This design comes from an exercise in tuning for small area, a short achievable clock period and few clock cycles on the open sky130 flow, not from production work.
In this exercise RTL edits were held to simulation tests only and were not proved equivalent to the original.

==> inputs of build 49 <==
// pcb_top
module pcb_top (
    input  wire        clk,
    input  wire        rst,
    input  wire        req,
    input  wire        we,
    input  wire [15:0] addr,
    input  wire [31:0] wdata,
    output wire        ack,
    output wire [31:0] rdata
);
clock: 25.0 ns
lec_check: 0
cap_margin: 20
core_margin: 2
core_utilization: 45
place_density: 0.6
slew_margin: 20
run.sh (not shown) runs the stock make flow with config.mk's settings and CLKGATE_MAP_FILE= SYNTH_SCRIPT=/design/flow/synth_recipe.tcl, a recipe that flattens the netlist after the stock synthesis.
==> build 30 (differences from build 49) <==
==> flow/flow/run.sh (new file) <==
#!/bin/bash
set -euo pipefail
MARGIN=11.5
EXTRA="SETUP_SLACK_MARGIN=$MARGIN 'BUFFER_PORTS_ARGS=-buffer_cell sky130_fd_sc_hd__buf_4'"
sed 's/ "\${@:-finish}"/ '"$EXTRA"' "${@:-finish}"/' standard.sh > standard_tuned.sh
grep -q "SETUP_SLACK_MARGIN=$MARGIN 'BUFFER_PORTS_ARGS=-buffer_cell sky130_fd_sc_hd__buf_4'" standard_tuned.sh
bash standard.sh synth > flow_synth.log 2>&1
bash standard_tuned.sh finish > flow_layout.log 2>&1
test -s out/final.def
==> flow/standard.sh (new file) <==
#!/bin/bash
# synth_recipe.tcl (not shown) runs the flow's synth.tcl, then flattens the netlist and writes it again
# the make line also repeats each setting of config.mk as NAME=value (left out here)
make -C /OpenROAD-flow-scripts/flow DESIGN_CONFIG=/design/flow/config.mk WORK_HOME=/design/flow/orfs CLKGATE_MAP_FILE= SYNTH_SCRIPT=/design/flow/synth_recipe.tcl "${@:-finish}"
removed: flow/run.sh
==> trial 25 (differences from build 49) <==
--- a/flow/design.v
+++ b/flow/design.v
@@ -156,19 +156,11 @@
     wire        sample_valid  = (sample[62:52] != 11'h7FF) && !(sample[63] && (sample[62:0] != 63'd0));
     wire        ack_match_tx  = (acklen == 2'd1) && (ackin0 == {7'd0, tx_seq});
     wire        ack_match_imm = (acklen == 2'd1) && (ackin0 == {7'd0, w[0]});
     wire [3:0]  bidx    = eng ? cs_j  : wk;
     wire        bsel_rx = eng ? cs_rx : addr[13];
-    reg  [31:0] bufword;
-    integer bk;
-    always @* begin
-        bufword = 32'd0;
-        for (bk = 0; bk < 16; bk = bk + 1) begin
-            bufword = bufword | ({32{!bsel_rx && (bidx == bk[3:0])}} & txm[bk])
-                              | ({32{ bsel_rx && (bidx == bk[3:0])}} & rxm[bk]);
-        end
-    end
+    wire [31:0] bufword = bsel_rx ? rxm[bidx] : txm[bidx];
     wire [6:0]  txend   = {1'b0, txplen} + 7'd2;      
     wire [6:0]  rxend   = rxflen - 7'd1;               
     wire [3:0]  tx_lw   = txend[5:2];
     wire [3:0]  rx_lw   = rxend[5:2];
     wire        tx_zero = (txplen == 6'd0);
==> flow/flow/run.sh (new file) <==
#!/bin/bash
set -euo pipefail
MARGIN=11.5
EXTRA="SETUP_SLACK_MARGIN=$MARGIN 'BUFFER_PORTS_ARGS=-buffer_cell sky130_fd_sc_hd__buf_4'"
sed 's/ "\${@:-finish}"/ '"$EXTRA"' "${@:-finish}"/' standard.sh > standard_tuned.sh
grep -q "SETUP_SLACK_MARGIN=$MARGIN 'BUFFER_PORTS_ARGS=-buffer_cell sky130_fd_sc_hd__buf_4'" standard_tuned.sh
bash standard.sh synth > flow_synth.log 2>&1
bash standard_tuned.sh finish > flow_layout.log 2>&1
test -s out/final.def
==> flow/standard.sh (new file) <==
#!/bin/bash
# synth_recipe.tcl (not shown) runs the flow's synth.tcl, then flattens the netlist and writes it again
# the make line also repeats each setting of config.mk as NAME=value (left out here)
make -C /OpenROAD-flow-scripts/flow DESIGN_CONFIG=/design/flow/config.mk WORK_HOME=/design/flow/orfs CLKGATE_MAP_FILE= SYNTH_SCRIPT=/design/flow/synth_recipe.tcl "${@:-finish}"
removed: flow/run.sh
==> comparison <==
- Between build 30 and trial 25, the lower area after synthesis is in build 30 (gap 3.2%, measured against trial 25).
- In flip-flop and latch count, build 30 and trial 25 do not differ.
- The lowest clock skew belongs to trial 25, the highest to build 30.
- The highest final cell count belongs to trial 25, the lowest to build 49.
- In worst hold slack, build 49 and build 30 hardly differ.
- The highest sequential share of layout area belongs to build 49, the lowest to trial 25.
==> figures <==
| item | trial 25 | build 30 | build 49 |
|---|---|---|---|
| Final weighted congestion in routability-driven placement | 1.09 | 1.12 | 1.04 |
| Number of cells after detailed placement | 14,756 | 13,636 | 13,671 |
| Highest achievable clock rate | 0.0732 GHz | 0.0728 GHz | 0.0633 GHz |
| Syn Nets | 12,441 | 11,347 | 11,347 |
| Sequential cell area share | 39.5% | 40.3% | 40.7% |
| Met2 routed WL | 236,000 um | 235,000 um | 236,000 um |
| Area of the mapped netlist | 107,000 sq um | 104,000 sq um | 104,000 sq um |
| Highest cell delay on the worst timing path | 0.47 ns | 1.18 ns | 0.99 ns |
| NumNets Final | 12,219 | 11,276 | 11,247 |
| Synth top area share | 31.6% | 32.6% | 32.6% |
| Outcome | finished clean | finished clean | finished clean |
| Num rows | 179 | 176 | 176 |
| Post-detailed-route via-to-cell ratio | 6.75 | 7.11 | 7.03 |
| Final Cell Area | 120,000 sq um | 117,000 sq um | 116,000 sq um |
Testbench counts of build 49, summed over its fixed seeds: cycles 20,090.
Testbench counts of build 30, summed over its fixed seeds: cycles 20,090.
Testbench counts of trial 25, summed over its fixed seeds: cycles 20,090.

port drivers added, routing unchanged:
The flow's constraints put no driver on any port. The routed layouts listed below were extracted and timed again, unchanged, in two steps.
Step 1, drivers: a clkbuf_16 drives clk and a buf_2 each remaining input, both assumed.
Step 2 times the ports against the registers' clock, not the clock port: input delays grow and output delays shrink by t, the midpoint of the rising clock arrivals with the driver on.
Three values: no drivers, after step 1, after step 2; two values: the first two.
| run | shift t [ns] | setup slack, ns | worst slew at a driven data input, ns |
|---|---|---|---|
| build 49 | 0.998 | 9.211 / 9.048 / 9.048 | 0.26 |
| build 30 | 0.951 | 11.265 / 11.232 / 11.232 | 0.21 |
| trial 25 | 0.973 | 11.343 / 11.323 / 11.323 | 0.11 |
After both steps every run listed still meets setup and hold. The setup slack of build 49, which loses most, moves by -0.163 ns with the drivers and by -0.163 ns with both steps.
